From an optimization exercise on the open Yosys and OpenROAD flow, aimed at small area and a short achievable clock period; shortcuts taken in it are not production practice.
The RTL was checked by simulation tests, not by an equivalence proof against the original design.

==> run E: inputs <==
==> flow/design.v (excerpt) <==
module rlwe_alu (
    input  wire        clk,
    input  wire        rst,         
    input  wire        in_valid,
    input  wire [2:0]  in_op,
    input  wire [31:0] in_a,
    input  wire [31:0] in_b,
    input  wire [31:0] in_c,
    output wire        out_valid,
    output wire [31:0] out_y0,
    output wire [31:0] out_y1
);
export LEC_CHECK = 0
export CAP_MARGIN = 20
export CORE_MARGIN = 2
export CORE_UTILIZATION = 40
export SLEW_MARGIN = 20
export SYNTH_HIERARCHICAL = 1
export SYNTH_MINIMUM_KEEP_SIZE = 0
create_clock -name core_clock -period 26.0 [get_ports {clk}]
standard.sh (not shown) runs the stock make flow with config.mk's settings and CLKGATE_MAP_FILE= SYNTH_SCRIPT=/design/flow/synth_recipe.tcl, a recipe that flattens the netlist after the stock synthesis.
==> flow/flow/run.sh <==
#!/bin/bash
# The standard layout, with every port buffered by a plain buf_2 instead of
# the delay buffer buffer_ports picks by default.
set -euo pipefail
export BUFFER_PORTS_ARGS="-buffer_cell sky130_fd_sc_hd__buf_2"
bash standard.sh > standard_make.log 2>&1
==> run C: changes against run E <==
==> flow/run.sh (new file) <==
#!/bin/bash
# synth_recipe.tcl (not shown) runs the flow's synth.tcl, then flattens the netlist and writes it again
# the make line also repeats each setting of config.mk as NAME=value (left out here)
make -C /OpenROAD-flow-scripts/flow DESIGN_CONFIG=/design/flow/config.mk WORK_HOME=/design/flow/orfs CLKGATE_MAP_FILE= SYNTH_SCRIPT=/design/flow/synth_recipe.tcl finish
removed: flow/flow/run.sh
removed: flow/standard.sh
==> notes <==
- Between run E and run C, the lower hold slack is in run E (gap 0.0015 ns).
- Against run C, the non-clock buffer count of run E is lower by 2.
- Of run C and run E, run E has the higher via count (gap 0.23%, measured against run E).
- Between run E and run C, the lower count of clock-buffer cells in the layout is in run E (gap 2).
- Of run E and run C, run E has the higher first-iteration DRC count (gap about 10%, measured against run C).
- In cell count, run E and run C hardly differ.
- Die area is the same in run E and run C.
- Fmax: run E is larger than run C (1.4%).

---

==> inputs of run M <==
rlwe_alu, a different RTL version from the one above (not shown whole).
export LEC_CHECK = 0
export CAP_MARGIN = 20
export CORE_MARGIN = 2
export CORE_UTILIZATION = 60
export SLEW_MARGIN = 20
export SYNTH_HIERARCHICAL = 1
export SYNTH_MINIMUM_KEEP_SIZE = 0
create_clock -name core_clock -period 26.0 [get_ports {clk}]
==> flow/flow/run.sh <==
#!/bin/bash
# The standard layout, with every port buffered by a plain buf_2 instead of
# the delay buffer buffer_ports picks by default.
set -euo pipefail
export BUFFER_PORTS_ARGS="-buffer_cell sky130_fd_sc_hd__buf_2"
bash standard.sh > standard_make.log 2>&1
==> run K: changes against run M <==
CORE_UTILIZATION = 40   (was 60)
CTS_CLUSTER_DIAMETER = 80   (was not set)
CTS_CLUSTER_SIZE = 35   (was not set)
==> comparison table <==
metric                                                            run K       run M
Worst reg2reg path startpoint                                   t14[17]      op2[0]
Vias per cell                                                      5.32        5.99
Clock transition at the registers of the reported paths         0.10 ns     0.07 ns
Clock Skew                                                    0.0489 ns   0.0368 ns
Sequential share of cell area                                     18.2%       18.3%
Routing usage on met3                                             2.52%       5.76%
Fraction of layout instances using a drive strength above 1       8.75%       9.32%
Amount of wire on met2 after detailed routing                 46,000 um   47,100 um
Max Freq                                                      0.158 GHz   0.159 GHz
Reg2Reg Capture Point                                           y05[11]      p3[29]
Outcome                                no timing/DRC/antenna violations  no timing/DRC/antenna violations
Via total after detailed routing                                 25,300      26,300
Worst-case setup margin in the final layout                    19.66 ns    19.69 ns

---

==> run G: inputs <==
Another version of the RTL of rlwe_alu (not shown whole).
Settings: LEC_CHECK=0, CAP_MARGIN=0, CORE_MARGIN=2, CORE_UTILIZATION=40, CTS_CLUSTER_DIAMETER=100, CTS_CLUSTER_SIZE=50, SLEW_MARGIN=0, SYNTH_HIERARCHICAL=1, SYNTH_MINIMUM_KEEP_SIZE=0; clock period 26.0 ns.
Scripts as last shown in full above: flow/flow/run.sh
==> inputs of run X, as changes to run G <==
==> flow/config.mk (replaced) <==
export PLATFORM = sky130hd
export DESIGN_NAME = rlwe_alu
export DESIGN_NICKNAME = rlwe_alu
export VERILOG_FILES = /design/flow/design.v
export SDC_FILE = /design/flow/constraint.sdc
export NUM_CORES = 4
export LEC_CHECK = 0
export CAP_MARGIN = 20
export CORE_MARGIN = 2
export CORE_UTILIZATION = 40
export CTS_BUF_LIST = sky130_fd_sc_hd__clkbuf_4 sky130_fd_sc_hd__clkbuf_8
export SLEW_MARGIN = 20
export SYNTH_HIERARCHICAL = 1
export SYNTH_MINIMUM_KEEP_SIZE = 0
==> results list <==
* Aggregate routed wire length: just over 90 mm
- The first global-routing pass estimated approximately 150 mm of wire.
* Met3 global-route usage: 2.25%
- Using the TritonRoute via totals, the vias-per-cell ratio works out to between 5 and 6.
- The flow ran to the end and the layout has no timing, DRC or antenna violations.
- The most critical setup path has its endpoint at out_y0[5].
- The layout has 26 clock buffers.
- Of the available clock period, the critical path in the final layout requires between 20% and 30%.
Source of the figures above: run G

==> results list <==
- The first TritonRoute pass finished after 6 iterations.
* Antenna cells: 3
* Via density: 5.24
- After layout, the clock buffer instance count stands at 98.
- Initial standard-cell utilization of the core: about two fifths
- For this run, global-route usage on met3 was measured as ~3.0%.
* Status: no timing/DRC/antenna violations
- The critical path ends at out_y0[8].
- Global-route wire length before repair: approximately 150 mm
- Aggregate routed wire length: roughly 90 mm
- Routed length per placed instance: around 19 um
* Number of cells on the critical path: 1
Source of the figures above: run X

[static timing again, ports no longer ideal]
No port has a modelled driver above. Below, the same layouts with a new extraction and two added sets of constraints.
Step 1 (the two cells are an assumption about what drives the block):
set clk [get_ports {clk}]
set_driving_cell -lib_cell sky130_fd_sc_hd__clkbuf_16 $clk
set_driving_cell -lib_cell sky130_fd_sc_hd__buf_2 [delete_from_list [all_inputs] $clk]
Step 2 adds t to the input delays and takes it off the output delays; t is the mean of the earliest and latest rising clock arrival at the registers after step 1. Input paths then give back, and output paths get back, about the clock's delay inside the block.
Three values: ideal ports, drivers, drivers and shift; two values: the first two.
run | t, ns | setup WS [ns] | worst data-port slew with drivers (ns)
run E | 0.691 | 19.393 / 19.393 / 19.393 | 0.05
run C | 0.688 | 19.302 / 19.235 / 19.510 | 0.05
run M | 0.629 | 19.691 / 19.630 / 19.790 | 0.04
run K | 0.707 | 19.662 / 19.601 / 19.776 | 0.04
run G | 0.672 | 19.735 / 19.671 / 20.034 | 0.05
run X | 0.760 | 19.687 / 19.620 / 20.098 | 0.06
After both steps setup and hold are still met in every run listed.
